Background: an optimization exercise with open tools, aiming at small area, a short achievable clock period and few clock cycles. Do not read the settings as production practice.
No functional check of the RTL was part of any run shown here.
Power is estimated from default activity; no workload was simulated.

### run.sh
#!/bin/bash
# synth_recipe.tcl (not shown) runs the flow's synth.tcl, then flattens the netlist and writes it again
# the make line also repeats each setting of config.mk as NAME=value (left out here)
make -C /OpenROAD-flow-scripts/flow DESIGN_CONFIG=/design/flow/config.mk WORK_HOME=/design/flow/orfs CLKGATE_MAP_FILE= SYNTH_SCRIPT=/design/flow/synth_recipe.tcl finish
### config.mk
export PLATFORM = sky130hd
export DESIGN_NAME = gb_mbc_core
export DESIGN_NICKNAME = gb_mbc_core
export VERILOG_FILES = /design/flow/design.v
export SDC_FILE = /design/flow/constraint.sdc
export NUM_CORES = 4
export LEC_CHECK = 0
export CAP_MARGIN = 20
export CORE_MARGIN = 2
export CORE_UTILIZATION = 40
export SETUP_SLACK_MARGIN = 5
export SLEW_MARGIN = 20
### constraint.sdc
create_clock -name core_clock -period 8.0 [get_ports {clk}]
set_input_delay 1.6000 -clock core_clock [delete_from_list [all_inputs] [get_ports {clk}]]
set_output_delay 1.6000 -clock core_clock [all_outputs]
set_load 0.01 [all_outputs]
### design.v
`default_nettype none
module gb_mbc_core (
    input  wire         clk,
    input  wire         rst,
    input  wire         cmd_valid,
    output wire         cmd_ready,
    input  wire [31:0]  cmd_word,
    output wire         res_valid,
    output wire [7:0]   res_status,
    output wire [31:0]  res_value,
    output wire [31:0]  res_aux,
    output wire         res_flag,
    output wire         res_hdr_valid,
    output wire [127:0] res_title,
    output wire [3:0]   res_mbc_type,
    output wire [1:0]   res_warn,
    output wire [15:0]  bus_addr,
    output wire         bus_set,
    output wire         bus_rd,
    output wire         bus_wr,
    output wire         bus_wait,
    output wire [7:0]   bus_wdata,
    input  wire         bus_ack,
    input  wire [7:0]   bus_rdata,
    input  wire         bus_err,
    output wire         out_valid,
    output wire [7:0]   out_data,
    input  wire         out_ready,
    output wire         in_req,
    input  wire         in_ack,
    input  wire [7:0]   in_data,
    input  wire         in_end,
    input  wire         in_fail
);
    localparam [3:0] ST_OK        = 4'h0;
    localparam [3:0] ST_BUSERR    = 4'h1;
    localparam [3:0] ST_UNSUP     = 4'h2;
    localparam [3:0] ST_FILEIO    = 4'h3;
    localparam [3:0] ST_ILLEGAL   = 4'h4;
    localparam [3:0] ST_NOSESSION = 4'h5;
    localparam [3:0] ST_FAULTED   = 4'h6;
    localparam [3:0] ST_ADDRUNSET = 4'h7;
    localparam [3:0] ST_CTRLWR    = 4'h8;
    localparam [3:0] ST_RAMNOTEN  = 4'h9;
    localparam [2:0] FAM_ROMONLY = 3'd0;
    localparam [2:0] FAM_MBC1    = 3'd1;
    localparam [2:0] FAM_MBC2    = 3'd2;
    localparam [2:0] FAM_MBC3    = 3'd3;
    localparam [2:0] FAM_MBC5    = 3'd4;
    localparam [4:0] OP_PARSE_HEADER    = 5'h01;
    localparam [4:0] OP_MAKE_ROM_READER = 5'h02;
    localparam [4:0] OP_ENABLE_RAM      = 5'h03;
    localparam [4:0] OP_DISABLE_RAM     = 5'h04;
    localparam [4:0] OP_SELECT_ROM_BANK = 5'h05;
    localparam [4:0] OP_SELECT_RAM_BANK = 5'h06;
    localparam [4:0] OP_SET_ADDR        = 5'h07;
    localparam [4:0] OP_READ_BYTE       = 5'h08;
    localparam [4:0] OP_WRITE_BYTE      = 5'h09;
    localparam [4:0] OP_ROM_SIZE        = 5'h0A;
    localparam [4:0] OP_ROM_STATUS      = 5'h0B;
    localparam [4:0] OP_ROM_READ        = 5'h0C;
    localparam [4:0] OP_RAM_DUMP        = 5'h0D;
    localparam [4:0] OP_RAM_RESTORE     = 5'h0E;
    localparam [4:0] OP_XLATE_ROM       = 5'h0F;
    localparam [4:0] OP_XLATE_RAM       = 5'h10;
    localparam [2:0] CK_EN     = 3'd0;   
    localparam [2:0] CK_DIS    = 3'd1;   
    localparam [2:0] CK_ROMSEL = 3'd2;   
    localparam [2:0] CK_RAMSEL = 3'd3;   
    localparam [2:0] CK_FIX    = 3'd4;   
    localparam [4:0] S_IDLE  = 5'd0;    
    localparam [4:0] S_EXEC  = 5'd1;    
    localparam [4:0] S_RES   = 5'd2;    
    localparam [4:0] S_HDR   = 5'd3;    
    localparam [4:0] S_HDONE = 5'd4;    
    localparam [4:0] S_CW    = 5'd5;    
    localparam [4:0] S_BRD   = 5'd7;    
    localparam [4:0] S_W1    = 5'd8;    
    localparam [4:0] S_WR    = 5'd9;    
    localparam [4:0] S_W2    = 5'd10;   
    localparam [4:0] S_RCHK  = 5'd11;   
    localparam [4:0] S_RRD   = 5'd12;   
    localparam [4:0] S_DRAIN = 5'd13;   
    localparam [4:0] S_FRD   = 5'd14;   
    localparam [4:0] S_BANK  = 5'd15;   
    localparam [4:0] S_DRD   = 5'd16;   
    localparam [4:0] S_TIN   = 5'd17;   
    localparam [2:0] A_HDR0 = 3'd0;     
    localparam [2:0] A_HINC = 3'd1;     
    localparam [2:0] A_CW   = 3'd2;     
    localparam [2:0] A_IMM  = 3'd3;     
    localparam [2:0] A_FIX  = 3'd4;     
    localparam [2:0] A_ROM  = 3'd5;     
    localparam [2:0] A_RAM  = 3'd6;     
    localparam [2:0] V_ZERO = 3'd0;
    localparam [2:0] V_CUR  = 3'd1;     
    localparam [2:0] V_RSZ  = 3'd2;     
    localparam [2:0] V_XL   = 3'd3;     
    localparam [2:0] V_BYTE = 3'd4;     
    localparam [3:0] U_OK  = 4'd0;
    localparam [3:0] U_N1  = 4'd1;
    localparam [3:0] U_N2  = 4'd2;
    localparam [3:0] U_N3  = 4'd3;
    localparam [3:0] U_E0  = 4'd4;
    localparam [3:0] U_ED  = 4'd5;
    localparam [3:0] U_F0  = 4'd6;
    localparam [3:0] U_F4  = 4'd7;
    localparam [3:0] U_BAD = 4'd8;
    reg  [4:0]   state;
    reg  [4:0]   op;             
    reg          op_hi;          
    reg  [23:0]  imm_r;          
    reg  [3:0]   status;
    reg          flag_r;
    reg          hdrv_r;
    reg          crdy;
    reg          rvld;
    reg          ph_ready;       
    reg          ph_fault;       
    reg  [15:0]  a_r;            
    reg          addr_valid;
    reg          set_r, rd_r, wr_r, wt_r;
    reg  [7:0]   wd_r;
    reg          ir_r;
    reg          ifail;
    reg  [2:0]   s_fam;
    reg  [3:0]   s_romc;         
    reg  [2:0]   s_ramc;         
    reg  [8:0]   rom_bank;
    reg          ram_en;
    reg  [23:0]  cursor;
    reg          eos;
    reg  [127:0] title_r;
    reg  [3:0]   h_type;
    reg          h_unrec;
    reg  [3:0]   h_romc;
    reg  [2:0]   h_ramc;
    reg  [3:0]   utf_st;
    reg          h_utfbad;
    reg  [2:0]   ck;
    reg  [1:0]   step;
    reg  [23:0]  cnt;            
    reg  [7:0]   od;             
    reg          ov;
    reg  [7:0]   sk;             
    reg          sv;
    assign cmd_ready     = crdy;
    assign res_valid     = rvld;
    assign res_status    = {4'd0, status};
    assign res_value     = {8'd0, cnt};
    assign res_aux       = {14'd0, imm_r[17:0]};
    assign res_flag      = flag_r;
    assign res_hdr_valid = hdrv_r;
    assign res_title     = title_r;
    assign res_mbc_type  = h_type;
    assign res_warn      = {h_unrec, h_utfbad};
    assign bus_addr  = a_r;
    assign bus_set   = set_r;
    assign bus_rd    = rd_r;
    assign bus_wr    = wr_r;
    assign bus_wait  = wt_r;
    assign bus_wdata = wd_r;
    assign out_valid = ov;
    assign out_data  = od;
    assign in_req    = ir_r;
    reg illegal;
    always @(*) begin
        if (op_hi)
            illegal = 1'b1;
        else case (op)
            OP_PARSE_HEADER, OP_MAKE_ROM_READER, OP_ENABLE_RAM, OP_DISABLE_RAM,
            OP_READ_BYTE, OP_ROM_SIZE, OP_ROM_STATUS, OP_RAM_DUMP, OP_RAM_RESTORE:
                illegal = (imm_r != 24'd0);
            OP_WRITE_BYTE:
                illegal = (imm_r[23:8] != 16'd0);
            OP_SELECT_ROM_BANK, OP_SELECT_RAM_BANK, OP_SET_ADDR:
                illegal = (imm_r[23:16] != 8'd0);
            OP_ROM_READ, OP_XLATE_ROM, OP_XLATE_RAM:
                illegal = 1'b0;
            default:
                illegal = 1'b1;
        endcase
    end
    wire op_hdr  = (op == OP_PARSE_HEADER) || (op == OP_MAKE_ROM_READER);
    wire op_rr   = (op == OP_ROM_READ);
    wire op_dump = (op == OP_RAM_DUMP);
    wire op_rest = (op == OP_RAM_RESTORE);
    wire op_data = op_rr || op_dump || op_rest;
    function [4:0] ram_banks_of;
        input [2:0] c;
        begin
            case (c)
                3'd1:    ram_banks_of = 5'd1;
                3'd2:    ram_banks_of = 5'd4;
                3'd3:    ram_banks_of = 5'd8;
                3'd4:    ram_banks_of = 5'd16;
                default: ram_banks_of = 5'd0;
            endcase
        end
    endfunction
    wire f_mbc1 = (s_fam == FAM_MBC1);
    wire f_mbc2 = (s_fam == FAM_MBC2);
    wire f_mbc3 = (s_fam == FAM_MBC3);
    wire f_mbc5 = (s_fam == FAM_MBC5);
    wire f_none = (s_fam == FAM_ROMONLY);
    wire s_bankable = f_mbc1 || f_mbc3 || f_mbc5;
    wire [4:0] s_nb = ram_banks_of(s_ramc);
    wire s_nsel = s_bankable && (s_ramc != 3'd1);                         
    wire s_bad  = s_nsel && (s_ramc == 3'd3 || s_ramc == 3'd4) && !f_mbc5;   
    wire s_big  = (s_romc >= 4'd5) && (s_romc <= 4'd8);                   
    function rom_bad;
        input [15:0] n;
        reg          fam_bad, sz_bad;
        integer      j;
        begin
            if (f_mbc1 || f_mbc3)  fam_bad = (n[15:7] != 9'd0);
            else if (f_mbc2)       fam_bad = (n[15:4] != 12'd0);
            else if (f_mbc5)       fam_bad = (n[15:9] != 7'd0);
            else                   fam_bad = (n[15:1] != 15'd0);
            sz_bad = 1'b1;
            for (j = 0; j <= 8; j = j + 1)
                if (s_romc == j) sz_bad = ((n >> (j + 1)) != 16'd0);
            rom_bad = fam_bad || sz_bad;
        end
    endfunction
    wire [15:0] sel_rom_n   = (imm_r[15:0] == 16'd0) ? 16'd1 : imm_r[15:0];
    wire [9:0]  rd_rom_n    = cursor[23:14];
    wire        rom_sel_bad = rom_bad(sel_rom_n);
    wire        rd_sel_bad  = rom_bad({6'd0, rd_rom_n});
    reg ram_sel_bad;
    always @(*) begin
        case (s_ramc)
            3'd1:    ram_sel_bad = (imm_r[15:0] != 16'd0);
            3'd2:    ram_sel_bad = (imm_r[15:2] != 14'd0);
            3'd3:    ram_sel_bad = f_mbc5 ? (imm_r[15:3] != 13'd0) : (imm_r[15:2] != 14'd0);
            3'd4:    ram_sel_bad = f_mbc5 ? (imm_r[15:4] != 12'd0) : (imm_r[15:2] != 14'd0);
            default: ram_sel_bad = 1'b1;
        endcase
        if (!s_bankable) ram_sel_bad = 1'b1;
    end
    wire addr_in_ram = (a_r[15:13] == 3'b101);
    reg at_end;
    reg xr_flag, xm_flag;
    integer i;
    always @(*) begin
        at_end  = 1'b1;
        xr_flag = 1'b0;
        for (i = 0; i <= 8; i = i + 1)
            if (s_romc == i) begin
                at_end  = cursor[15 + i];
                xr_flag = ((imm_r >> (15 + i)) == 24'd0);    
            end
        case (s_ramc)                                       
            3'd1:    xm_flag = (imm_r[23:13] == 11'd0);
            3'd2:    xm_flag = (imm_r[23:15] == 9'd0);
            3'd3:    xm_flag = (imm_r[23:16] == 8'd0);
            3'd4:    xm_flag = (imm_r[23:17] == 7'd0);
            default: xm_flag = 1'b0;
        endcase
    end
    reg  [3:0] d_type;
    reg        d_unrec;
    always @(*) begin
        d_unrec = 1'b0;
        case (bus_rdata)
            8'h00: d_type = 4'd0;
            8'h01: d_type = 4'd1;
            8'h02: d_type = 4'd2;
            8'h03: d_type = 4'd3;
            8'h05: d_type = 4'd4;
            8'h06: d_type = 4'd5;
            8'h11: d_type = 4'd6;
            8'h12: d_type = 4'd7;
            8'h13: d_type = 4'd8;
            8'h19: d_type = 4'd9;
            8'h1A: d_type = 4'd10;
            8'h1B: d_type = 4'd11;
            default: begin
                d_type  = 4'd0;
                d_unrec = 1'b1;
            end
        endcase
    end
    reg [2:0] d_ramc;
    always @(*) begin
        case (bus_rdata)
            8'h02:   d_ramc = 3'd1;
            8'h03:   d_ramc = 3'd2;
            8'h04:   d_ramc = 3'd4;
            8'h05:   d_ramc = 3'd3;
            default: d_ramc = 3'd0;
        endcase
        if (h_type == 4'd0) d_ramc = 3'd0;
    end
    reg [3:0] utf_next;
    always @(*) begin
        utf_next = U_BAD;
        case (utf_st)
            U_OK: begin
                if (bus_rdata < 8'h80)                              utf_next = U_OK;
                else if (bus_rdata >= 8'hC2 && bus_rdata <= 8'hDF)  utf_next = U_N1;
                else if (bus_rdata == 8'hE0)                        utf_next = U_E0;
                else if (bus_rdata == 8'hED)                        utf_next = U_ED;
                else if (bus_rdata >= 8'hE1 && bus_rdata <= 8'hEF)  utf_next = U_N2;
                else if (bus_rdata == 8'hF0)                        utf_next = U_F0;
                else if (bus_rdata >= 8'hF1 && bus_rdata <= 8'hF3)  utf_next = U_N3;
                else if (bus_rdata == 8'hF4)                        utf_next = U_F4;
                else                                                utf_next = U_BAD;
            end
            U_N1: utf_next = (bus_rdata[7:6] == 2'b10) ? U_OK : U_BAD;
            U_N2: utf_next = (bus_rdata[7:6] == 2'b10) ? U_N1 : U_BAD;
            U_N3: utf_next = (bus_rdata[7:6] == 2'b10) ? U_N2 : U_BAD;
            U_E0: utf_next = (bus_rdata >= 8'hA0 && bus_rdata <= 8'hBF) ? U_N1 : U_BAD;
            U_ED: utf_next = (bus_rdata >= 8'h80 && bus_rdata <= 8'h9F) ? U_N1 : U_BAD;
            U_F0: utf_next = (bus_rdata >= 8'h90 && bus_rdata <= 8'hBF) ? U_N2 : U_BAD;
            U_F4: utf_next = (bus_rdata >= 8'h80 && bus_rdata <= 8'h8F) ? U_N2 : U_BAD;
            default: utf_next = U_BAD;
        endcase
    end
    reg [2:0] h_fam;
    always @(*) begin
        case (h_type)
            4'd1, 4'd2, 4'd3:   h_fam = FAM_MBC1;
            4'd4, 4'd5:         h_fam = FAM_MBC2;
            4'd6, 4'd7, 4'd8:   h_fam = FAM_MBC3;
            4'd9, 4'd10, 4'd11: h_fam = FAM_MBC5;
            default:            h_fam = FAM_ROMONLY;
        endcase
    end
    wire [6:0] hidx = a_r[6:0];    
    wire [8:0] cw_rom_n = op_rr ? rd_rom_n[8:0] : sel_rom_n[8:0];
    wire [3:0] cw_ram_n = (op == OP_SELECT_RAM_BANK) ? imm_r[3:0] : cnt[16:13];
    reg  [1:0] cw_len;
    reg  [7:0] cw_ahi;           
    reg  [7:0] cw_data;
    always @(*) begin
        cw_len  = 2'd0;
        cw_ahi  = 8'h00;
        cw_data = 8'h00;
        case (ck)
            CK_EN: begin
                cw_data = 8'h0A;
                cw_len  = f_none ? 2'd0 : 2'd1;
            end
            CK_DIS: begin
                cw_len  = f_none ? 2'd0 : 2'd1;
            end
            CK_FIX: begin
                cw_ahi  = 8'h60;
                cw_data = 8'h01;
                cw_len  = 2'd1;
            end
            CK_ROMSEL: begin
                if (f_mbc1) begin
                    if (s_big) begin
                        cw_len = 2'd3;
                        case (step)
                            2'd0:    begin cw_ahi = 8'h60; cw_data = 8'h00; end
                            2'd1:    begin cw_ahi = 8'h20; cw_data = {3'd0, cw_rom_n[4:0]}; end
                            default: begin cw_ahi = 8'h40; cw_data = {6'd0, cw_rom_n[6:5]}; end
                        endcase
                    end else begin
                        cw_len  = 2'd1;
                        cw_ahi  = 8'h20;
                        cw_data = {3'd0, cw_rom_n[4:0]};
                    end
                end else if (f_mbc2) begin
                    cw_len  = 2'd1;
                    cw_ahi  = 8'h21;
                    cw_data = {4'd0, cw_rom_n[3:0]};
                end else if (f_mbc3) begin
                    cw_len  = 2'd1;
                    cw_ahi  = 8'h20;
                    cw_data = {1'b0, cw_rom_n[6:0]};
                end else if (f_mbc5) begin
                    cw_len = 2'd2;
                    if (step == 2'd0) begin
                        cw_ahi  = 8'h20;
                        cw_data = cw_rom_n[7:0];
                    end else begin
                        cw_ahi  = 8'h30;
                        cw_data = {7'd0, cw_rom_n[8]};
                    end
                end
            end
            default: begin   
                if (f_mbc1) begin
                    cw_len = 2'd2;
                    if (step == 2'd0) begin
                        cw_ahi  = 8'h60;
                        cw_data = 8'h01;
                    end else begin
                        cw_ahi  = 8'h40;
                        cw_data = {6'd0, cw_ram_n[1:0]};
                    end
                end else if (f_mbc3) begin
                    cw_len  = 2'd1;
                    cw_ahi  = 8'h40;
                    cw_data = {6'd0, cw_ram_n[1:0]};
                end else if (f_mbc5) begin
                    cw_len  = 2'd1;
                    cw_ahi  = 8'h40;
                    cw_data = {4'd0, cw_ram_n[3:0]};
                end
            end
        endcase
    end
    wire req       = rd_r || wr_r || wt_r;
    wire ack       = bus_ack && req;
    wire berr      = bus_err && (rd_r || wr_r);
    wire ack_ok    = ack && !berr;
    wire iack      = in_ack && ir_r;
    wire ifail_now = iack && in_end && in_fail;
    wire taken     = ov && out_ready;
    wire streaming = (state == S_RRD) || (state == S_DRD);
    wire push      = rd_r && bus_ack && !bus_err && streaming;
    wire room      = !((sv || (push && ov)) && !taken);
    wire        rr_last = (imm_r == 24'd1);             
    wire        rr_bnd  = (cursor[13:0] == 14'h3FFF);   
    wire        x_last  = (cnt[12:0] == 13'h1FFF);      
    wire        pf      = op_rest && !x_last;           
    reg  [4:0] nstate;
    reg        go_res;           
    reg        iss_set, iss_rd, iss_wr, iss_wt, iss_in;
    reg        a_ld;
    reg  [2:0] a_sel;
    reg        wd_cw, wd_imm, wd_in;
    reg        cnt_clr, cnt_inc, cnt_ld;
    reg  [2:0] v_sel;
    reg        cur_inc;
    reg        imm_dec, imm_zero, aux_st, aux_xl, aux_hdr;
    reg        st_ld;
    reg  [3:0] st_val;
    reg        fault;
    reg        flag_ld;
    reg        flag_val;
    reg        hdr_done;
    reg        ck_ld;
    reg  [2:0] ck_val;
    reg        step_inc;
    reg        title_sh;
    reg        hdr_cap;
    reg        ramen_ld, ramen_val;
    reg        rombank_ld;
    reg        eos_set;
    always @(*) begin
        nstate     = state;
        go_res     = 1'b0;
        iss_set    = 1'b0;
        iss_rd     = 1'b0;
        iss_wr     = 1'b0;
        iss_wt     = 1'b0;
        iss_in     = 1'b0;
        a_ld       = 1'b0;
        a_sel      = A_ROM;
        wd_cw      = 1'b0;
        wd_imm     = 1'b0;
        wd_in      = 1'b0;
        cnt_clr    = 1'b0;
        cnt_inc    = 1'b0;
        cnt_ld     = 1'b0;
        v_sel      = V_ZERO;
        cur_inc    = 1'b0;
        imm_dec    = 1'b0;
        imm_zero   = 1'b0;
        aux_st     = 1'b0;
        aux_xl     = 1'b0;
        aux_hdr    = 1'b0;
        st_ld      = 1'b0;
        st_val     = ST_OK;
        fault      = 1'b0;
        flag_ld    = 1'b0;
        flag_val   = 1'b0;
        hdr_done   = 1'b0;
        ck_ld      = 1'b0;
        ck_val     = CK_EN;
        step_inc   = 1'b0;
        title_sh   = 1'b0;
        hdr_cap    = 1'b0;
        ramen_ld   = 1'b0;
        ramen_val  = 1'b0;
        rombank_ld = 1'b0;
        eos_set    = 1'b0;
        case (state)
            S_IDLE: begin
                if (cmd_valid) nstate = S_EXEC;
            end
            S_RES: begin
                nstate = S_IDLE;
            end
            S_EXEC: begin
                cnt_clr  = 1'b1;
                imm_zero = 1'b1;
                st_ld    = 1'b1;
                flag_ld  = 1'b1;
                go_res   = 1'b1;
                if (illegal) begin
                    st_val = ST_ILLEGAL;
                end else if (ph_fault) begin
                    st_val = ST_FAULTED;
                end else if (!ph_ready && !op_hdr) begin
                    st_val = ST_NOSESSION;
                end else begin
                    case (op)
                        OP_PARSE_HEADER, OP_MAKE_ROM_READER: begin
                            go_res  = 1'b0;
                            nstate  = S_HDR;
                            a_ld    = 1'b1;
                            a_sel   = A_HDR0;
                            iss_set = 1'b1;
                            iss_rd  = 1'b1;
                        end
                        OP_ENABLE_RAM, OP_DISABLE_RAM: begin
                            go_res = 1'b0;
                            nstate = S_CW;
                            ck_ld  = 1'b1;
                            ck_val = (op == OP_ENABLE_RAM) ? CK_EN : CK_DIS;
                        end
                        OP_SELECT_ROM_BANK: begin
                            if (rom_sel_bad) begin
                                st_val = ST_UNSUP;
                            end else begin
                                go_res   = 1'b0;
                                imm_zero = 1'b0;
                                nstate   = S_CW;
                                ck_ld    = 1'b1;
                                ck_val   = CK_ROMSEL;
                            end
                        end
                        OP_SELECT_RAM_BANK: begin
                            if (ram_sel_bad) begin
                                st_val = ST_UNSUP;
                            end else begin
                                go_res   = 1'b0;
                                imm_zero = 1'b0;
                                nstate   = S_CW;
                                ck_ld    = 1'b1;
                                ck_val   = CK_RAMSEL;
                            end
                        end
                        OP_SET_ADDR: begin
                            a_ld    = 1'b1;
                            a_sel   = A_IMM;
                            iss_set = 1'b1;
                        end
                        OP_READ_BYTE: begin
                            if (!addr_valid)
                                st_val = ST_ADDRUNSET;
                            else if (addr_in_ram && !ram_en)
                                st_val = ST_RAMNOTEN;
                            else begin
                                go_res = 1'b0;
                                nstate = S_BRD;
                                iss_rd = 1'b1;
                            end
                        end
                        OP_WRITE_BYTE: begin
                            wd_imm = 1'b1;
                            if (!addr_valid)
                                st_val = ST_ADDRUNSET;
                            else if (!a_r[15])
                                st_val = ST_CTRLWR;
                            else if (addr_in_ram && !ram_en)
                                st_val = ST_RAMNOTEN;
                            else begin
                                go_res = 1'b0;
                                if (addr_in_ram) begin
                                    nstate = S_W1;
                                    iss_wt = 1'b1;
                                end else begin
                                    nstate = S_WR;
                                    iss_wr = 1'b1;
                                end
                            end
                        end
                        OP_ROM_SIZE: begin
                            cnt_ld = 1'b1;
                            v_sel  = V_RSZ;
                        end
                        OP_ROM_STATUS: begin
                            cnt_ld   = 1'b1;
                            v_sel    = V_CUR;
                            imm_zero = 1'b0;
                            aux_st   = 1'b1;
                            flag_val = eos;
                        end
                        OP_ROM_READ: begin
                            if (imm_r == 24'd0) begin
                            end else if (at_end) begin
                                eos_set = 1'b1;
                            end else begin
                                go_res   = 1'b0;
                                imm_zero = 1'b0;
                                nstate   = S_RCHK;
                            end
                        end
                        OP_RAM_DUMP: begin
                            if (s_bad) begin
                                st_val = ST_UNSUP;
                            end else begin
                                go_res = 1'b0;
                                nstate = S_CW;
                                ck_ld  = 1'b1;
                                ck_val = CK_EN;
                            end
                        end
                        OP_RAM_RESTORE: begin
                            if (s_ramc == 3'd0) begin
                            end else if (s_bad) begin
                                st_val = ST_UNSUP;
                            end else begin
                                go_res = 1'b0;
                                if (f_mbc2) begin
                                    nstate  = S_FRD;
                                    a_ld    = 1'b1;
                                    a_sel   = A_FIX;
                                    iss_set = 1'b1;
                                    iss_rd  = 1'b1;
                                end else begin
                                    nstate = S_CW;
                                    ck_ld  = 1'b1;
                                    ck_val = f_mbc1 ? CK_FIX : CK_EN;
                                end
                            end
                        end
                        OP_XLATE_ROM, OP_XLATE_RAM: begin
                            cnt_ld   = 1'b1;
                            v_sel    = V_XL;
                            imm_zero = 1'b0;
                            aux_xl   = 1'b1;
                            flag_val = (op == OP_XLATE_ROM) ? xr_flag : xm_flag;
                        end
                        default: ;
                    endcase
                end
            end
            S_HDR: begin
                if (ack) begin
                    if (berr) begin
                        fault = 1'b1;
                    end else begin
                        hdr_cap  = 1'b1;
                        title_sh = (hidx >= 7'h34) && (hidx <= 7'h43);
                        if (hidx == 7'h4F) begin
                            nstate = S_HDONE;
                        end else begin
                            a_ld    = 1'b1;
                            a_sel   = A_HINC;
                            iss_set = 1'b1;
                            iss_rd  = 1'b1;
                        end
                    end
                end
            end
            S_HDONE: begin
                hdr_done = 1'b1;
                cnt_ld   = 1'b1;
                v_sel    = V_RSZ;
                aux_hdr  = 1'b1;
                flag_ld  = 1'b1;
                flag_val = h_unrec || (utf_st != U_OK);
                go_res   = 1'b1;
            end
            S_CW: begin
                if (wr_r) begin
                    if (ack) begin
                        if (berr)
                            fault = 1'b1;
                        else
                            step_inc = 1'b1;
                    end
                end else if (step != cw_len) begin
                    a_ld    = 1'b1;
                    a_sel   = A_CW;
                    wd_cw   = 1'b1;
                    iss_set = 1'b1;
                    iss_wr  = 1'b1;
                end else begin
                    case (ck)
                        CK_EN, CK_DIS: begin
                            ramen_ld  = 1'b1;
                            ramen_val = (ck == CK_EN);
                            if (ck == CK_EN && op_data)
                                nstate = S_BANK;
                            else if (ck == CK_DIS && op_dump)
                                nstate = S_DRAIN;
                            else
                                go_res = 1'b1;
                        end
                        CK_ROMSEL: begin
                            rombank_ld = 1'b1;
                            if (op_rr) begin
                                nstate  = S_RRD;
                                a_ld    = 1'b1;
                                a_sel   = A_ROM;
                                iss_set = room;
                                iss_rd  = room;
                            end else begin
                                imm_zero = 1'b1;
                                go_res   = 1'b1;
                            end
                        end
                        CK_RAMSEL: begin
                            if (op_dump) begin
                                nstate  = S_DRD;
                                a_ld    = 1'b1;
                                a_sel   = A_RAM;
                                iss_set = room;
                                iss_rd  = room;
                            end else if (op_rest) begin
                                nstate = S_TIN;
                                iss_in = 1'b1;
                            end else begin
                                imm_zero = 1'b1;
                                go_res   = 1'b1;
                            end
                        end
                        default: begin   
                            ck_ld  = 1'b1;
                            ck_val = CK_EN;
                        end
                    endcase
                end
            end
            S_BRD: begin
                if (ack) begin
                    if (berr) begin
                        fault = 1'b1;
                    end else begin
                        cnt_ld = 1'b1;
                        v_sel  = V_BYTE;
                        go_res = 1'b1;
                    end
                end
            end
            S_W1: begin
                if (ack) begin
                    nstate = S_WR;
                    iss_wr = 1'b1;
                end
            end
            S_WR: begin
                if (ack) begin
                    if (berr) begin
                        fault = 1'b1;
                    end else if (op_rest || addr_in_ram) begin
                        nstate = S_W2;
                        iss_wt = 1'b1;
                        iss_in = pf;
                    end else begin
                        go_res = 1'b1;
                    end
                end
            end
            S_W2: begin
                wd_in = 1'b1;
                if ((!wt_r || ack) && (!ir_r || iack)) begin
                    if (!op_rest) begin
                        go_res = 1'b1;
                    end else begin
                        cnt_inc = 1'b1;
                        if (!pf) begin
                            nstate = S_BANK;
                        end else if (ifail || ifail_now) begin
                            st_ld  = 1'b1;
                            st_val = ST_FILEIO;
                            go_res = 1'b1;
                        end else begin
                            nstate  = S_W1;
                            a_ld    = 1'b1;
                            a_sel   = A_RAM;
                            iss_set = 1'b1;
                            iss_wt  = 1'b1;
                        end
                    end
                end
            end
            S_RCHK: begin
                if (at_end) begin
                    imm_zero = 1'b1;
                    nstate   = S_DRAIN;
                end else if (cursor[13:0] == 14'd0 && rd_rom_n != 10'd0) begin
                    if (rd_sel_bad) begin
                        st_ld    = 1'b1;
                        st_val   = ST_UNSUP;
                        imm_zero = 1'b1;
                        nstate   = S_DRAIN;
                    end else begin
                        nstate = S_CW;
                        ck_ld  = 1'b1;
                        ck_val = CK_ROMSEL;
                    end
                end else begin
                    nstate  = S_RRD;
                    a_ld    = 1'b1;
                    a_sel   = A_ROM;
                    iss_set = room;
                    iss_rd  = room;
                end
            end
            S_RRD: begin
                if (rd_r) begin
                    if (ack) begin
                        if (berr) begin
                            fault = 1'b1;
                        end else begin
                            cur_inc = 1'b1;
                            cnt_inc = 1'b1;
                            imm_dec = 1'b1;
                            if (rr_last) begin
                                imm_zero = 1'b1;
                                nstate   = S_DRAIN;
                            end else if (rr_bnd) begin
                                nstate = S_RCHK;
                            end else begin
                                a_ld    = 1'b1;
                                a_sel   = A_ROM;
                                iss_set = room;
                                iss_rd  = room;
                            end
                        end
                    end
                end else begin
                    iss_set = room;
                    iss_rd  = room;
                end
            end
            S_DRAIN: begin
                if (!sv && (!ov || taken)) go_res = 1'b1;
            end
            S_FRD: begin
                if (ack) begin
                    if (berr) begin
                        fault = 1'b1;
                    end else begin
                        nstate = S_CW;
                        ck_ld  = 1'b1;
                        ck_val = CK_EN;
                    end
                end
            end
            S_BANK: begin
                if (cnt[17:13] == s_nb) begin
                    nstate = S_CW;
                    ck_ld  = 1'b1;
                    ck_val = CK_DIS;
                end else if (s_nsel) begin
                    nstate = S_CW;
                    ck_ld  = 1'b1;
                    ck_val = CK_RAMSEL;
                end else if (op_dump) begin
                    nstate  = S_DRD;
                    a_ld    = 1'b1;
                    a_sel   = A_RAM;
                    iss_set = room;
                    iss_rd  = room;
                end else begin
                    nstate = S_TIN;
                    iss_in = 1'b1;
                end
            end
            S_DRD: begin
                if (rd_r) begin
                    if (ack) begin
                        if (berr) begin
                            fault = 1'b1;
                        end else begin
                            cnt_inc = 1'b1;
                            if (x_last) begin
                                nstate = S_BANK;
                            end else begin
                                a_ld    = 1'b1;
                                a_sel   = A_RAM;
                                iss_set = room;
                                iss_rd  = room;
                            end
                        end
                    end
                end else begin
                    iss_set = room;
                    iss_rd  = room;
                end
            end
            S_TIN: begin
                wd_in = 1'b1;
                if (iack) begin
                    if (ifail_now) begin
                        st_ld  = 1'b1;
                        st_val = ST_FILEIO;
                        go_res = 1'b1;
                    end else begin
                        nstate  = S_W1;
                        a_ld    = 1'b1;
                        a_sel   = A_RAM;
                        iss_set = 1'b1;
                        iss_wt  = 1'b1;
                    end
                end
            end
            default: begin
                nstate = S_IDLE;
            end
        endcase
        if (fault) begin
            st_ld    = 1'b1;
            st_val   = ST_BUSERR;
            imm_zero = 1'b1;
            if (op_data)
                nstate = S_DRAIN;
            else
                go_res = 1'b1;
        end
        if (go_res) nstate = S_RES;
    end
    wire [23:0] cursor_d = cur_inc ? cursor + 24'd1 : cursor;
    wire [23:0] cnt_d    = cnt_inc ? cnt + 24'd1 : cnt;
    reg [15:0] a_val;
    always @(*) begin
        case (a_sel)
            A_HDR0:  a_val = 16'h0100;
            A_HINC:  a_val = {9'h002, hidx + 7'd1};
            A_CW:    a_val = {cw_ahi, 8'h00};
            A_IMM:   a_val = imm_r[15:0];
            A_FIX:   a_val = 16'h0134;
            A_ROM:   a_val = {1'b0, (cursor_d[23:14] != 10'd0), cursor_d[13:0]};
            default: a_val = {3'b101, cnt_d[12:0]};
        endcase
    end
    wire [3:0]  rsz_code = (state == S_HDONE) ? h_romc : s_romc;
    reg  [23:0] v_val;
    always @(*) begin
        case (v_sel)
            V_CUR:   v_val = cursor;
            V_RSZ:   v_val = (rsz_code <= 4'd8) ? (24'h008000 << rsz_code) : 24'd0;
            V_XL:    v_val = op[4] ? {13'd0, imm_r[23:13]} : {14'd0, imm_r[23:14]};
            V_BYTE:  v_val = {16'd0, bus_rdata};
            default: v_val = 24'd0;
        endcase
    end
    always @(posedge clk) begin
        if (rst) begin
            state      <= S_IDLE;
            crdy       <= 1'b1;
            rvld       <= 1'b0;
            ph_ready   <= 1'b0;
            ph_fault   <= 1'b0;
            addr_valid <= 1'b0;
            set_r      <= 1'b0;
            rd_r       <= 1'b0;
            wr_r       <= 1'b0;
            wt_r       <= 1'b0;
            ir_r       <= 1'b0;
            ov         <= 1'b0;
            sv         <= 1'b0;
        end else begin
            state <= nstate;
            crdy  <= (nstate == S_IDLE);
            rvld  <= go_res;
            set_r <= iss_set;
            rd_r  <= iss_rd || (rd_r && !bus_ack);
            wr_r  <= iss_wr || (wr_r && !bus_ack);
            wt_r  <= iss_wt || (wt_r && !bus_ack);
            ir_r  <= iss_in || (ir_r && !in_ack);
            if (set_r) addr_valid <= 1'b1;
            if (fault || st_ld && st_val == ST_FILEIO) ph_fault <= 1'b1;
            if (hdr_done && op == OP_MAKE_ROM_READER) ph_ready <= 1'b1;
            if (sv) begin
                if (taken) sv <= 1'b0;
            end else if (push) begin
                if (!ov || taken)
                    ov <= 1'b1;
                else
                    sv <= 1'b1;
            end else if (taken) begin
                ov <= 1'b0;
            end
        end
    end
    always @(posedge clk) begin
        if (state == S_IDLE) begin
            op    <= cmd_word[28:24];
            op_hi <= (cmd_word[31:29] != 3'd0);
        end
        if (state == S_IDLE)
            imm_r <= cmd_word[23:0];
        else if (imm_zero)
            imm_r[17:0] <= 18'd0;
        else if (imm_dec)
            imm_r <= imm_r - 24'd1;
        else if (aux_st)
            imm_r[17:0] <= {9'd0, rom_bank};
        else if (aux_xl) begin
            if (op[4])
                imm_r[17:13] <= 5'b00101;
            else
                imm_r[17:14] <= {3'b000, (imm_r[23:14] != 10'd0)};
        end else if (aux_hdr) begin
            case (h_ramc)
                3'd1:    imm_r[17:13] <= 5'b00001;
                3'd2:    imm_r[17:13] <= 5'b00100;
                3'd3:    imm_r[17:13] <= 5'b01000;
                3'd4:    imm_r[17:13] <= 5'b10000;
                default: imm_r[17:13] <= 5'b00000;
            endcase
        end
        if (cnt_ld)
            cnt <= v_val;
        else if (cnt_clr)
            cnt <= 24'd0;
        else
            cnt <= cnt_d;
        if (st_ld) status <= st_val;
        if (flag_ld) flag_r <= flag_val;
        if (state == S_EXEC) hdrv_r <= 1'b0;
        if (hdr_done) hdrv_r <= 1'b1;
        if (a_ld) a_r <= a_val;
        if (wd_cw)
            wd_r <= cw_data;
        else if (wd_imm)
            wd_r <= imm_r[7:0];
        else if (wd_in && iack && !ifail_now)
            wd_r <= in_end ? 8'hFF : in_data;
        if (state == S_WR) ifail <= 1'b0;
        if (wd_in && ifail_now) ifail <= 1'b1;
        if (ck_ld) begin
            ck   <= ck_val;
            step <= 2'd0;
        end else if (step_inc)
            step <= step + 2'd1;
        if (sv) begin
            if (taken) od <= sk;
        end else if (push) begin
            if (!ov || taken)
                od <= bus_rdata;
            else
                sk <= bus_rdata;
        end
        if (state == S_EXEC) utf_st <= U_OK;
        if (title_sh) begin
            title_r <= {bus_rdata, title_r[127:8]};
            utf_st  <= utf_next;
        end
        if (hdr_cap && hidx == 7'h47) begin
            h_type  <= d_type;
            h_unrec <= d_unrec;
        end
        if (hdr_cap && hidx == 7'h48) h_romc <= (bus_rdata <= 8'h08) ? bus_rdata[3:0] : 4'hF;
        if (hdr_cap && hidx == 7'h49) h_ramc <= d_ramc;
        if (hdr_done) h_utfbad <= (utf_st != U_OK);
        if (hdr_done && op == OP_MAKE_ROM_READER) begin
            s_fam  <= h_fam;
            s_romc <= h_romc;
            s_ramc <= h_ramc;
        end
        if (hdr_done && op == OP_MAKE_ROM_READER)
            rom_bank <= 9'd1;
        else if (rombank_ld)
            rom_bank <= cw_rom_n;
        if (hdr_done && op == OP_MAKE_ROM_READER)
            ram_en <= 1'b0;
        else if (ramen_ld)
            ram_en <= ramen_val;
        if (hdr_done && op == OP_MAKE_ROM_READER)
            cursor <= 24'd0;
        else
            cursor <= cursor_d;
        if (hdr_done && op == OP_MAKE_ROM_READER)
            eos <= 1'b0;
        else if (eos_set)
            eos <= 1'b1;
    end
endmodule
`default_nettype wire
==> metrics.cfg, run 1 <==
[synth]
synthArstFlopShare_pct = 0
synth_seq_area_share_pct = 49.22
ys_ff_latch = 313
synth_edf_count = 244
synthCells = 1850
ys.flop_type = edfxtp_1
yosys_warnings = 1
synth_area_um2 = 17690
synth_cell_types = 86
syn-mean-instance-area_um2 = 9.564

[critical_path]
cp.arrival_ns = 3.97
rr_worst_depth = 12
critical_path.max_fanout = 8
setup.worst_path.end = imm_r[16]
startpoint_type = flip-flop
critPathKind = reg2reg
rr_startpoint = imm_r[12]
r2r_slack_ns = 4.35
startpoint = imm_r[12]
crit_required_ns = 8.32
end_kind = flip-flop
r2r_end = imm_r[16]

[routing]
route.detailed.drc = 0
avgRoutedWirePerCell_um = 25.72
drt-total-wl_mm = 75.21
viasPerCell = 6.014
ant_nets = 0
vias = 17580
drtIter0Drc = 1994
firstDrtPassIters = 8

[cts]
path_clk_slew_ns = 0.06
cts_buffers = 36
cts_sinks = 313
worstSkewPairLatency_ns = 0.56
cts_root_buffer = clkbuf_16
cts_tree = yes
htreeDepth = 2
cts_buffer_depth = 3
cts_hold_buf = 0

[cells_and_area]
final_nets = 2377
drive_gt1_share_pct = 24.91
fillers = 4005
diodes = 0
area_growth_syn_to_layout_pct = 42.08
seq_area_um2 = 8728
final_cells = 2924
multi_input_area_um2 = 9264

[power]
clkPwrFrac_pct = 37.4
seqPwrFrac_pct = 41.7
switching_share_pct = 29.08
switchingPower_mw = 1.301
leakage_nw = 9.610
p_int_mw = 3.172
ir_worst_vdd_v = 0.0001226
p_comb_share_pct = 20.9
p_per_area_nw_per_um2 = 177.9

[sta]
timing.final.crit_share_pct = 45.64
fmax_mhz = 273.9
hold_viol_final = 0
worst_slew_pin_slew_ns = 1.084
rsz0062_at_grt = true
skew_ns = 0.01717
slew-limit-headroom_pct = 26.83
slew_violations = 0
setup_viol = 0
finalSetupTns_ns = 0
period_needed_ns = 3.651

[floorplan]
fp.dieH_um = 214.3
core-area_um2 = 43930
die-area_um2 = 45930
io-pin-count = 305
die_w_um = 214.3
rows = 77
start_util_pct = 40.27

[global_route]
grt_first_pass_wirelength_mm = 107.3
grt_pass1_vias = 16210
overflow = 0
grt_usage_pct = 31.18
antenna_found_initial = 2
grt_max_degree = 55

[min_path]
hold_path_class = reg2reg

[placement]
hpwl_mm = 51.26
dp_cells = 2606
place_congestion = 0.9967
portBuffers = 278

[run_status]
status = complete, no violations

[run]
max_cap_violations = 0

area by class of cell:
class                   instances  share of cell area [%]
multi-input cells            1351                   36.85
flip-flops and latches        313                   34.72
repair buffers                551                   19.95
clock buffers                  47                   3.992
well taps                     592                   2.947
inverters                      51                  0.7765
clock inverters                18                  0.7317
repair inverters                1                 0.02986
layout by cell type, fill, tap and decap left out, types with 11 or more instances in the layout:
| cell | count |
|---|---|
| ha_1 | 14 |
| nand3_1 | 46 |
| nor2b_1 | 25 |
| o21ai_1 | 24 |
| nor3_1 | 35 |
| conb_1 | 26 |
| a221o_1 | 13 |
| nand2_2 | 13 |
| buf_4 | 197 |
| a31oi_1 | 22 |
| nor4_1 | 13 |
| mux2i_1 | 29 |
| a22oi_1 | 15 |
| clkbuf_16 | 40 |
| edfxtp_1 | 244 |
| nor2_1 | 205 |
| a211oi_1 | 21 |
| o22ai_1 | 15 |
| inv_1 | 46 |
| o21ai_2 | 11 |
| o211ai_1 | 19 |
| nand2_1 | 157 |
| nand4_1 | 26 |
| clkdlybuf4s50_1 | 43 |
| dlygate4sd2_1 | 197 |
| xor2_1 | 35 |
| xnor2_1 | 45 |
| nor3b_1 | 16 |
| o21ai_0 | 82 |
| a21oi_1 | 78 |
| buf_6 | 70 |
| and3_1 | 13 |
| dfxtp_1 | 57 |
| or3_1 | 13 |
| nand2b_1 | 29 |
kinds of logic (layout without fill, tap and decap cells):
logic type / after synthesis / count (layout) / synth area share (%)
AO/OA/AOI/OAI: 440 / 440 / 16.48
XOR/XNOR: 84 / 84 / 4.158
adder cells (fa/ha/maj): 17 / 17 / 1.174
buffers and inverters: 217 / 668 / 5.770
flip-flops: 313 / 313 / 49.22
multiplexers: 40 / 40 / 2.397
other: 1 / 26 / 0.02119
AND/OR/NAND/NOR: 738 / 744 / 20.78
layer usage:
layer / vias to the layer above / GRT usage [%] / share of wire (%)
li1: 7706 / - / -
met2: 1024 / 49.24 / 45
met4: 2 / 13.68 / 5.2
met3: 205 / 6.355 / 9.4
met1: 8647 / 41.59 / 40
met5: - / 0 / 0.023
what timing repair did:
action                                  4_1_cts  5_1_grt
gates resized for setup                     515      125
pin swaps                                    45       37
endpoints found under the setup margin      574      282
buffers inserted                            178       63
gates cloned                                  8        4
stage by stage:
step / utilization [%] / worst slack [ns] / hold WS, ns / power (mW) / area (um^2)
after floorplan: - / 3.682 / 0.4163 / 2.295 / 18150
after global placement: 47.71 / 2.743 / 0.4287 / 2.526 / 20960
after detailed placement: 47.72 / 2.655 / 0.4305 / 2.530 / 20970
after CTS: 55.08 / 4.390 / 0.4387 / 4.403 / 24200
after global routing: 57.22 / 4.276 / 0.4375 / 4.599 / 25140
final: 57.22 / 4.349 / 0.4359 / 4.472 / 25140
state kept, by name, summed over array words and instances, names as in the netlist, 5 cells and up:
name,flops
cursor,24
od,8
imm_r,24
a_r,16
cnt,24
op,5
sk,8
state,5
title_r,128
wd_r,8
rom_bank,9
power groups by stage:
stage / combinational (mW) / clock (mW) / sequential, mW
6_report: 0.934 / 1.67 / 1.86
5_1_grt: 0.975 / 1.76 / 1.87
4_1_cts: 0.848 / 1.70 / 1.86
3_5_place_dp: 0.566 / 0 / 1.96
3_3_place_gp: 0.565 / 0 / 1.96
2_1_floorplan: 0.410 / 0 / 1.88
worst max-delay path, stage by stage (launching register included):
cell,delay [ns]
edfxtp_1,0.44
buf_6,0.15
buf_6,0.11
nor4_1,0.29
buf_4,0.22
and2_1,0.29
o221ai_1,0.17
a31o_2,0.29
o311a_4,0.41
nor4_4,0.15
nor2_1,0.07
or4_4,0.52
or2_4,0.30
how the worst min path moves through the flow:
stage / startpoint / endpoint / cells after the start
4_1_cts: title_r[70] / title_r[62] / 0
3_5_place_dp: title_r[78] / title_r[70] / 0
2_1_floorplan: ifail / ifail / 2
6_report: title_r[70] / title_r[62] / 0
5_1_grt: title_r[70] / title_r[62] / 0
3_3_place_gp: title_r[68] / title_r[60] / 0
Yosys cell counts (11+ instances only):
cell	count	area share, %
a211oi_1	25	1.1
a21oi_1	88	2.5
a221o_1	13	0.74
a22oi_1	15	0.64
a31oi_1	25	0.88
and3_1	17	0.60
buf_2	11	0.31
buf_4	47	2.0
clkbuf_1	101	2.1
dfxtp_1	69	7.8
edfxtp_1	244	41
ha_1	15	1.1
inv_1	51	1.1
mux2i_1	30	1.7
nand2_1	180	3.8
nand2b_1	36	1.3
nand3_1	50	1.4
nand4_1	26	0.92
nor2_1	218	4.6
nor2b_1	30	1.1
nor3_1	49	1.4
nor3b_1	20	0.85
nor4_1	19	0.67
o211ai_1	19	0.81
o21ai_0	109	3.1
o22ai_1	16	0.57
or3_1	15	0.53
or4_1	13	0.55
xnor2_1	47	2.3
xor2_1	37	1.8
==> run 2: changes to the inputs <==
--- a/config.mk
+++ b/config.mk
@@ -9,4 +9,4 @@
 export CORE_MARGIN = 2
 export CORE_UTILIZATION = 40
-export SETUP_SLACK_MARGIN = 5
+export SETUP_SLACK_MARGIN = 4.5
 export SLEW_MARGIN = 20
==> metrics.cfg, run 2 <==
[cts]
cts_tree = yes  ; unchanged
cts_sinks = 313  ; unchanged
cts_buffers = 38  ; was 36
cts_root_buffer = clkbuf_16  ; unchanged
path_clk_slew_ns = 0.06  ; about the same
worstSkewPairLatency_ns = 0.57  ; was 0.56 ns
cts_buffer_depth = 3  ; unchanged
htreeDepth = 2  ; unchanged

[synth]
yosys.area.top_type_share_pct = 41.41  ; unchanged
synth_common_cells = edfxtp_1, nor2_1, nand2_1  ; unchanged
syn-mean-instance-area_um2 = 9.564  ; unchanged
yosysTopAreaCell = edfxtp_1  ; unchanged
yosys_warnings = 1  ; unchanged
ys_ff_latch = 313  ; unchanged
synth_edf_count = 244  ; unchanged
synth_area_um2 = 17690  ; unchanged
synth_most_common_cell = edfxtp_1  ; unchanged
synth_seq_area_share_pct = 49.22  ; unchanged
synth.top_cells.by_area = edfxtp_1, dfxtp_1, nor2_1  ; unchanged
synth_cell_types = 86  ; unchanged
synthCells = 1850  ; unchanged
synthArstFlopShare_pct = 0  ; unchanged
ys.flop_type = edfxtp_1  ; unchanged

[global_route]
grt_first_pass_wirelength_mm = 103.6  ; was 107.3 mm
antenna_found_initial = 1  ; was 2
grt_usage_pct = 29.80  ; was 31.18%
grt_max_degree = 52  ; was 55
overflow = 0  ; unchanged
grt_pass1_vias = 15780  ; was 16210

[routing]
firstDrtPassIters = 6  ; was 8
route.detailed.drc = 0  ; unchanged
ant_nets = 0  ; unchanged
avgRoutedWirePerCell_um = 25.38  ; was 25.72 um
vias = 16800  ; was 17580
drt-total-wl_mm = 71.18  ; was 75.21 mm
drtIter0Drc = 1901  ; was 1994
viasPerCell = 5.988  ; was 6.014

[power]
p_comb_share_pct = 18.0  ; was 20.9%
p_per_area_nw_per_um2 = 186.4  ; was 177.9 nW/um^2
p_int_mw = 3.168  ; was 3.172 mW
seqPwrFrac_pct = 42.2  ; was 41.7%
clkPwrFrac_pct = 39.8  ; was 37.4%
leakage_nw = 8.448  ; was 9.610 nW
switchingPower_mw = 1.263  ; was 1.301 mW
switching_share_pct = 28.51  ; was 29.08%
ir_worst_vdd_v = 0.0001792  ; was 0.0001226 V

[floorplan]
die_w_um = 214.3  ; unchanged
fp.dieH_um = 214.3  ; unchanged
start_util_pct = 40.27  ; unchanged
die-area_um2 = 45930  ; unchanged
rows = 77  ; unchanged
io-pin-count = 305  ; unchanged
core-area_um2 = 43930  ; unchanged

[sta]
timing.final.crit_share_pct = 45.85  ; was 45.64%
period_needed_ns = 3.668  ; was 3.651 ns
skew_ns = 0.02674  ; was 0.01717 ns
setup_viol = 0  ; unchanged
worst_slew_pin_slew_ns = 1.044  ; was 1.084 ns
slew-limit-headroom_pct = 29.53  ; was 26.83%
hold_viol_final = 0  ; unchanged
fin_ws_ns = 4.332  ; was 4.349 ns
finalSetupTns_ns = 0  ; unchanged
slew_violations = 0  ; unchanged
fmax_mhz = 272.7  ; was 273.9 MHz
rsz0062_at_grt = true  ; unchanged

[placement]
pre_cts_ws_ns = 2.597  ; was 2.655 ns
portBuffers = 278  ; unchanged
place_congestion = 1.017  ; was 0.9967
hpwl_mm = 50.80  ; was 51.26 mm

[critical_path]
end_kind = flip-flop  ; unchanged
worstPathCellList = buf_4, or3b_2, nor2_1, a221oi_2, xnor2_2, nor3_1, buf_4, nand2_1, o2111ai_4, or4_4, or2_4  ; was buf_6, buf_6, nor4_1, buf_4, and2_1, o221ai_1, a31o_2, o311a_4, nor4_4, nor2_1, or4_4, or2_4
slowest_stage = or4_4  ; unchanged
setup.worst_path.end = imm_r[16]  ; unchanged
crit_required_ns = 8.32  ; about the same
startpoint = s_fam[0]  ; was imm_r[12]
cpPeakStageDelay_ns = 0.67  ; was 0.52 ns
rr_worst_depth = 11  ; was 12
cp.arrival_ns = 3.99  ; was 3.97 ns
crit_top_cell = buf_4  ; was buf_6
critical_path.max_fanout = 7  ; was 8
r2r_slack_ns = 4.33  ; was 4.35 ns
r2r_end = imm_r[16]  ; unchanged
startpoint_type = flip-flop  ; unchanged
rr_startpoint = s_fam[0]  ; was imm_r[12]
critPathKind = reg2reg  ; unchanged

[cells_and_area]
regMostFlops = title_r  ; unchanged
area_growth_syn_to_layout_pct = 34.35  ; was 42.08%
drive_gt1_share_pct = 16.04  ; was 24.91%
final_nets = 2257  ; was 2377
layout_common_cells = clkdlybuf4s50_1, edfxtp_1, nor2_1, nand2_1, buf_4  ; was edfxtp_1, nor2_1, dlygate4sd2_1, buf_4, nand2_1
largest_reg_flops = 128  ; unchanged
utilization_pct = 54.11  ; was 57.22%
fillers = 3927  ; was 4005
final_common_cell = clkdlybuf4s50_1  ; was edfxtp_1
diodes = 0  ; unchanged

[run]
max_cap_violations = 0  ; unchanged

[min_path]
hold_path_class = reg2reg  ; unchanged

[run_status]
status = complete, no violations  ; unchanged

-- run 2: timing repair --
action,4_1_cts,5_1_grt
resized for setup,101,55
setup buffers,98,25
setup endpoints to repair,326,148
cloned,6,0
pin swaps,28,27
hold buffers,0,0
-- run 2: worst max-delay path: cells and delay by family (launching register included) --
kind / cells / cell delay (ns)
AO/OA/AOI/OAI: 2 / 0.25
XOR/XNOR: 1 / 0.30
buffers and inverters: 2 / 0.42
flip-flops: 1 / 0.52
AND/OR/NAND/NOR: 6 / 1.94
-- run 2: layer usage --
layer  vias up  track usage, %  part of all wire [%]
met5         -               0                 0.011
met4         2           12.78                   4.4
met3       166           5.050                   8.8
met2       956           46.88                    46
met1      8218           40.65                    41
li1       7455               -                     -
-- run 2: layout make-up --
type                       count  area, um^2  area share [%]
clock buffer                  44        1037           4.363
timing repair inverter         1       7.507         0.03158
timing repair buffer         431        4059           17.07
multi-input combinational   1349        8796           37.00
sequential                   313        8710           36.64
tap                          592       740.7           3.116
clock inverter                24       226.5          0.9527
inverter                      51       195.2          0.8211
-- run 2: stage by stage --
step | hold slack (ns) | cell area [um^2] | cells | total power [mW]
CTS | 0.4437 | 23310 | 2779 | 4.408
global route | 0.4482 | 23770 | 2805 | 4.557
finish | 0.4419 | 23770 | 2805 | 4.431
floorplan | 0.4163 | 17930 | 1875 | 2.286
global placement | 0.4294 | 20820 | 2607 | 2.516
detailed placement | 0.4304 | 20830 | 2607 | 2.520
-- run 2: kinds of logic after synthesis --
kind of cell / count (synthesis) / share of synthesized area, %
compound gates: 440 / 16.48
xor+xnor: 84 / 4.158
fa+ha+maj: 17 / 1.174
buf+inv: 217 / 5.770
flops: 313 / 49.22
mux: 40 / 2.397
other cells: 1 / 0.02119
simple gates: 738 / 20.78
-- run 2: power by group through the flow --
stage / Combinational, mW / Sequential, mW / Clock [mW]
final: 0.799 / 1.87 / 1.76
after global routing: 0.836 / 1.87 / 1.85
after CTS: 0.750 / 1.87 / 1.79
after detailed placement: 0.562 / 1.96 / 0
after global placement: 0.561 / 1.95 / 0
after floorplan: 0.402 / 1.88 / 0
-- run 2: how the worst min path moves through the flow --
stage                            from  depth (start not counted)          end
after floorplan                 ifail                          2        ifail
after global placement    title_r[60]                          0  title_r[52]
after detailed placement  title_r[36]                          0  title_r[28]
after CTS                 title_r[36]                          0  title_r[28]
after global routing      title_r[22]                          0  title_r[14]
final                     title_r[36]                          0  title_r[28]
==> run 3: changes to the inputs <==
--- a/config.mk
+++ b/config.mk
@@ -9,4 +9,5 @@
 export CORE_MARGIN = 2
 export CORE_UTILIZATION = 40
+export CTS_BUF_LIST = sky130_fd_sc_hd__clkbuf_4 sky130_fd_sc_hd__clkbuf_8
 export SETUP_SLACK_MARGIN = 4.5
 export SLEW_MARGIN = 20
==> metrics.cfg, run 3 <==
[sta]
slew_violations = 0  ; unchanged
worst_slew_pin_slew_ns = 1.105  ; was 1.044 ns
fin_ws_ns = 4.333  ; was 4.332 ns
finalSetupTns_ns = 0  ; unchanged
setup_viol = 0  ; unchanged
skew_ns = 0.03168  ; was 0.02674 ns
hold_viol_final = 0  ; unchanged
period_needed_ns = 3.667  ; was 3.668 ns
fmax_mhz = 272.7  ; about the same
rsz0062_at_grt = true  ; unchanged
slew-limit-headroom_pct = 25.39  ; was 29.53%
timing.final.crit_share_pct = 45.84  ; was 45.85%

[critical_path]
setup.worst_path.end = imm_r[13]  ; was imm_r[16]
critPathTopFamily = simple AND/OR/NAND/NOR gates  ; unchanged
startpoint_type = flip-flop  ; unchanged
rr_worst_depth = 9  ; was 11
crit_cells = 9  ; was 11
end_kind = flip-flop  ; unchanged
crit_top_cell = or4_4  ; was buf_4
rr_startpoint = imm_r[9]  ; was s_fam[0]
critical_path.max_fanout = 8  ; was 7
startpoint = imm_r[9]  ; was s_fam[0]
crit_required_ns = 8.42  ; was 8.32 ns
r2r_end = imm_r[13]  ; was imm_r[16]
path_buf_inv = 1  ; was 2
r2r_slack_ns = 4.33  ; about the same
cp.arrival_ns = 4.09  ; was 3.99 ns
slowest_stage = or4_4  ; unchanged
critPathKind = reg2reg  ; unchanged
worstPathCellList = or4_4, or4_4, a221oi_4, a31oi_4, nor4_4, nor2_1, or4_4, buf_6, o22a_1  ; was buf_4, or3b_2, nor2_1, a221oi_2, xnor2_2, nor3_1, buf_4, nand2_1, o2111ai_4, or4_4, or2_4
cpPeakStageDelay_ns = 0.63  ; was 0.67 ns

[power]
leakage_nw = 8.381  ; was 8.448 nW
p_per_area_nw_per_um2 = 180.6  ; was 186.4 nW/um^2
ir_worst_vdd_v = 0.0001374  ; was 0.0001792 V

[global_route]
antenna_found_initial = 0  ; was 1
grt_max_degree = 52  ; unchanged
grt_pass1_vias = 15850  ; was 15780
grt_first_pass_wirelength_mm = 103.5  ; was 103.6 mm
overflow = 0  ; unchanged
grt_usage_pct = 29.77  ; was 29.80%

[routing]
drt-total-wl_mm = 70.79  ; was 71.18 mm
route.detailed.drc = 0  ; unchanged
avgRoutedWirePerCell_um = 24.98  ; was 25.38 um
drtIter0Drc = 1782  ; was 1901
viasPerCell = 5.931  ; was 5.988
ant_nets = 0  ; unchanged
vias = 16810  ; was 16800
firstDrtPassIters = 5  ; was 6

[cts]
worstSkewPairLatency_ns = 0.67  ; was 0.57 ns
path_clk_slew_ns = 0.07  ; was 0.06 ns
cts_root_buffer = clkbuf_8  ; was clkbuf_16
htreeDepth = 2  ; unchanged
cts_buffers = 55  ; was 38
cts_tree = yes  ; unchanged
cts_sinks = 313  ; unchanged
cts_buffer_depth = 3  ; unchanged

[synth]
ys_ff_latch = 313  ; unchanged
yosys_warnings = 1  ; unchanged
synthCells = 1850  ; unchanged
synth_edf_count = 244  ; unchanged
ys.flop_type = edfxtp_1  ; unchanged
synthArstFlopShare_pct = 0  ; unchanged
yosysTopAreaCell = edfxtp_1  ; unchanged
synth_seq_area_share_pct = 49.22  ; unchanged
synth_common_cells = edfxtp_1, nor2_1, nand2_1  ; unchanged
synth_cell_types = 86  ; unchanged
synth.top_cells.by_area = edfxtp_1, dfxtp_1, nor2_1  ; unchanged
yosys.area.top_type_share_pct = 41.41  ; unchanged
synth_area_um2 = 17690  ; unchanged
syn-mean-instance-area_um2 = 9.564  ; unchanged
synth_most_common_cell = edfxtp_1  ; unchanged

[floorplan]
die-area_um2 = 45930  ; unchanged
fp.dieH_um = 214.3  ; unchanged
die_w_um = 214.3  ; unchanged
rows = 77  ; unchanged
start_util_pct = 40.27  ; unchanged
io-pin-count = 305  ; unchanged
core-area_um2 = 43930  ; unchanged

[run_status]
status = complete, no violations  ; unchanged

[placement]
portBuffers = 278  ; unchanged
pre_cts_ws_ns = 2.597  ; unchanged
place_congestion = 1.017  ; unchanged
hpwl_mm = 50.80  ; unchanged

[cells_and_area]
layout_common_cells = clkdlybuf4s50_1, edfxtp_1, nor2_1, nand2_1, buf_4  ; unchanged
fillers = 3950  ; was 3927
final_common_cell = clkdlybuf4s50_1  ; unchanged
area_growth_syn_to_layout_pct = 33.08  ; was 34.35%
largest_reg_flops = 128  ; unchanged
seq_area_um2 = 8710  ; unchanged
regMostFlops = title_r  ; unchanged
multi_input_area_um2 = 8763  ; was 8796 um^2
final_nets = 2268  ; was 2257
drive_gt1_share_pct = 16.73  ; was 16.04%

[min_path]
hold_path_class = reg2reg  ; unchanged

[run]
max_cap_violations = 0  ; unchanged

## run 3: report_power, final
part           leakage [nW]  switching, mW  internal, mW
clock network         0.616          0.709         0.891
logic                  4.96          0.465         0.319
registers              2.81         0.0642          1.81
total                  8.38           1.24          3.02
## run 3: worst min-delay path by stage
stage	from	to	slack (ns)	cells past startpoint
2_1_floorplan	ifail	ifail	0.42	2
3_3_place_gp	title_r[60]	title_r[52]	0.43	0
3_5_place_dp	title_r[36]	title_r[28]	0.43	0
4_1_cts	title_r[44]	title_r[36]	0.44	0
5_1_grt	title_r[44]	title_r[36]	0.44	0
6_report	title_r[44]	title_r[36]	0.44	0
## run 3: area by class of cell
| cell class | count | share of cell area, % |
|---|---|---|
| clock buffer | 76 | 3.964 |
| multi-input combinational | 1348 | 37.22 |
| sequential | 313 | 36.99 |
| tap | 592 | 3.146 |
| clock inverter | 26 | 1.042 |
| timing repair inverter | 1 | 0.02126 |
| inverter | 51 | 0.8289 |
| antenna | 1 | 0.01063 |
| timing repair buffer | 426 | 16.78 |
## run 3: cell families (layout without fill, tap and decap cells)
logic type	after synthesis	after routing	share of synthesized area, %
other	1	27	0.02119
AO/OA/AOI/OAI	440	440	16.48
AND/OR/NAND/NOR	738	741	20.78
flip-flops	313	313	49.22
XOR/XNOR	84	84	4.158
adder cells (fa/ha/maj)	17	17	1.174
multiplexers	40	40	2.397
buffers and inverters	217	580	5.770
## run 3: stage by stage
step	area, um^2	std cells	utilization (%)	total power, mW	hold WS, ns
2_1_floorplan	17930	1875	-	2.286	0.4163
3_5_place_dp	20830	2607	47.40	2.520	0.4304
3_3_place_gp	20820	2607	47.39	2.516	0.4294
4_1_cts	23150	2810	52.70	4.232	0.4402
5_1_grt	23540	2833	53.59	4.395	0.4438
6_report	23550	2834	53.60	4.253	0.4393
## run 3: repair_timing
| action | 4_1_cts | 5_1_grt |
|---|---|---|
| gates cloned | 4 | 0 |
| pin swaps | 22 | 26 |
| endpoints found under the hold margin | 0 | 0 |
| setup endpoints to repair | 290 | 219 |
| hold buffers | 0 | 0 |
| gates resized for setup | 92 | 55 |
| buffers inserted | 97 | 22 |
## run 3: worst reg2reg max path, cell delays in order (launching register included)
cell      delay, ns
edfxtp_1       0.45
or4_4          0.63
or4_4          0.61
a221oi_4       0.34
a31oi_4        0.16
nor4_4         0.30
nor2_1         0.09
or4_4          0.54
buf_6          0.17
o22a_1         0.15
## run 3: metal layers
| layer | up-vias | GRT usage [%] | wire length, um | part of all wire [%] |
|---|---|---|---|---|
| li1 | 7482 | - | - | - |
| met1 | 8214 | 40.60 | 29360 | 41 |
| met2 | 935 | 46.35 | 32200 | 45 |
| met3 | 178 | 5.376 | 6042 | 8.5 |
| met4 | 0 | 13.29 | 3177 | 4.5 |
| met5 | - | 0 | 0 | 0 |
==> run 4: changes to the inputs <==
==> flow/run.sh (new file) <==
#!/bin/bash
# The standard layout (standard.sh), with one change: the buffers that
# buffer_ports puts on every input and output port are buf_1 cells instead of
# the delay cells it picks by default; timing repair resizes them as needed.
set -euo pipefail
export BUFFER_PORTS_ARGS="-buffer_cell sky130_fd_sc_hd__buf_1"
bash standard.sh > standard.log 2>&1
==> standard.sh (new file) <==
#!/bin/bash
# synth_recipe.tcl (not shown) runs the flow's synth.tcl, then flattens the netlist and writes it again
# the make line also repeats each setting of config.mk as NAME=value (left out here)
make -C /OpenROAD-flow-scripts/flow DESIGN_CONFIG=/design/flow/config.mk WORK_HOME=/design/flow/orfs CLKGATE_MAP_FILE= SYNTH_SCRIPT=/design/flow/synth_recipe.tcl "${@:-finish}"
removed: run.sh
==> metrics.cfg, run 4 <==
[run_status]
status = complete, no violations  ; unchanged

[placement]
pre_cts_ws_ns = 2.995  ; was 2.597 ns
hpwl_mm = 50.59  ; was 50.80 mm
dp_cells = 2606  ; was 2607

[synth]
synth_edf_count = 244  ; unchanged
synth_cell_types = 86  ; unchanged
synthArstFlopShare_pct = 0  ; unchanged
synth_most_common_cell = edfxtp_1  ; unchanged
ys_ff_latch = 313  ; unchanged
yosysTopAreaCell = edfxtp_1  ; unchanged
synth_common_cells = edfxtp_1, nor2_1, nand2_1  ; unchanged
synth_area_um2 = 17690  ; unchanged
syn-mean-instance-area_um2 = 9.564  ; unchanged
synth.top_cells.by_area = edfxtp_1, dfxtp_1, nor2_1  ; unchanged
yosys.area.top_type_share_pct = 41.41  ; unchanged

[global_route]
antenna_found_initial = 0  ; unchanged
grt_busiest_layer = met2  ; unchanged
grt_use_met2_pct = 46.10  ; was 46.35%
grt_usage_pct = 29.37  ; was 29.77%
grt_pass1_vias = 15650  ; was 15850

[sta]
setup_viol = 0  ; unchanged
timing.final.crit_share_pct = 46.02  ; was 45.84%
worst_slew_pin_slew_ns = 1.104  ; was 1.105 ns
slew-limit-headroom_pct = 25.46  ; was 25.39%
finalSetupTns_ns = 0  ; unchanged
fmax_mhz = 271.6  ; was 272.7 MHz
period_needed_ns = 3.682  ; was 3.667 ns
fin_ws_ns = 4.318  ; was 4.333 ns
skew_ns = 0.02364  ; was 0.03168 ns
whs_ns = 0.4434  ; was 0.4393 ns

[cells_and_area]
final_nets = 2259  ; was 2268
area_growth_syn_to_layout_pct = 23.03  ; was 33.08%
fillers = 4175  ; was 3950
layout_common_cells = buf_1, edfxtp_1, nor2_1, nand2_1, buf_4  ; was clkdlybuf4s50_1, edfxtp_1, nor2_1, nand2_1, buf_4
regMostFlops = title_r  ; unchanged
final_cells = 2824  ; was 2834
design_area_um2 = 21770  ; was 23550 um^2
drive_gt1_share_pct = 16.32  ; was 16.73%

[min_path]
min-delay-start = title_r[105]  ; was title_r[44]
min_to = title_r[97]  ; was title_r[36]
hold_depth = 0  ; unchanged
hold_path_class = reg2reg  ; unchanged

[run]
max_cap_violations = 0  ; unchanged

[critical_path]
rr_startpoint = imm_r[5]  ; was imm_r[9]
startpoint_type = flip-flop  ; unchanged
critPathKind = reg2reg  ; unchanged
rr_worst_depth = 10  ; was 9
end_kind = flip-flop  ; unchanged
r2r_end = imm_r[17]  ; was imm_r[13]

[routing]
firstDrtPassIters = 6  ; was 5
vias = 16880  ; was 16810
ant_nets = 0  ; unchanged
drtIter0Drc = 2600  ; was 1782
drt-total-wl_mm = 70.43  ; was 70.79 mm
avgRoutedWirePerCell_um = 24.94  ; was 24.98 um
route.detailed.drc = 0  ; unchanged

[cts]
path_clk_slew_ns = 0.06  ; was 0.07 ns
worstSkewPairLatency_ns = 0.65  ; was 0.67 ns
cts_root_buffer = clkbuf_8  ; unchanged
cts_buffers = 54  ; was 55
cts_sinks = 313  ; unchanged
cts_buffer_depth = 3  ; unchanged

[floorplan]
io-pin-count = 305  ; unchanged
start_util_pct = 40.27  ; unchanged
die-area_um2 = 45930  ; unchanged
rows = 77  ; unchanged
core-area_um2 = 43930  ; unchanged
fp.dieH_um = 214.3  ; unchanged
die_w_um = 214.3  ; unchanged

[power]
ir_worst_vdd_v = 0.0001031  ; was 0.0001374 V
p_per_area_nw_per_um2 = 193.9  ; was 180.6 nW/um^2

-- run 4: cell counts after synthesis --
Identical to the previous run, type by type.
-- run 4: layer usage --
layer | up-vias | wire, um | share of wire (%)
li1 | 7463 | - | -
met1 | 8208 | 28940 | 41
met2 | 1009 | 32170 | 46
met3 | 196 | 5941 | 8.4
met4 | 0 | 3381 | 4.8
met5 | - | 0 | 0
-- run 4: how the worst max path moves through the flow --
| stage | cells after the start | from | slack, ns | end |
|---|---|---|---|---|
| floorplan | 3 | bus_ack | 3.68 | title_r[0] |
| global placement | 10 | bus_ack | 3.09 | a_r[14] |
| detailed placement | 10 | bus_ack | 3.00 | a_r[14] |
| CTS | 13 | imm_r[9] | 4.40 | a_r[8] |
| global route | 10 | imm_r[5] | 4.23 | imm_r[17] |
| finish | 10 | imm_r[5] | 4.32 | imm_r[17] |
-- run 4: cell families (layout without fill, tap and decap cells) --
family | after synthesis | after routing | synth area share [%]
other | 1 | 28 | 0.02119
adder cells (fa/ha/maj) | 17 | 17 | 1.174
XOR/XNOR | 84 | 84 | 4.158
AND/OR/NAND/NOR | 738 | 742 | 20.78
AO/OA/AOI/OAI | 440 | 440 | 16.48
flip-flops | 313 | 313 | 49.22
buffers and inverters | 217 | 568 | 5.770
multiplexers | 40 | 40 | 2.397
-- run 4: worst max-delay path, cell delays in order, from the launching register on --
cell and delay, ns:
edfxtp_1 0.47, or4_4 0.60, nor4_4 0.33, buf_4 0.16, a211oi_2 0.03, o32a_1 0.39
o311a_4 0.39, nor4_4 0.14, nor2_2 0.12, or4_4 0.51, or2_4 0.29
-- run 4: what timing repair did --
item,in CTS,in global routing
buffers inserted,89,22
endpoints found under the setup margin,258,263
pin swaps,30,18
gates cloned,4,2
gates resized for setup,92,42
-- run 4: power by group --
part	switching, mW	internal, mW	leakage (nW)
combinational	0.458	0.268	4.15
clock	0.688	0.925	0.622
sequential	0.0765	1.81	2.81
total	1.22	3.00	7.58
-- run 4: cell type report --
cell class | instances | area [um^2] | area share (%)
Clock buffer | 72 | 890.9 | 4.093
Antenna cell | 2 | 5.005 | 0.02299
Inverter | 51 | 195.2 | 0.8967
Tap cell | 592 | 740.7 | 3.403
Timing Repair Buffer | 418 | 2190 | 10.06
Clock inverter | 27 | 295.3 | 1.357
Multi-Input combinational cell | 1349 | 8738 | 40.14
Sequential cell | 313 | 8712 | 40.02
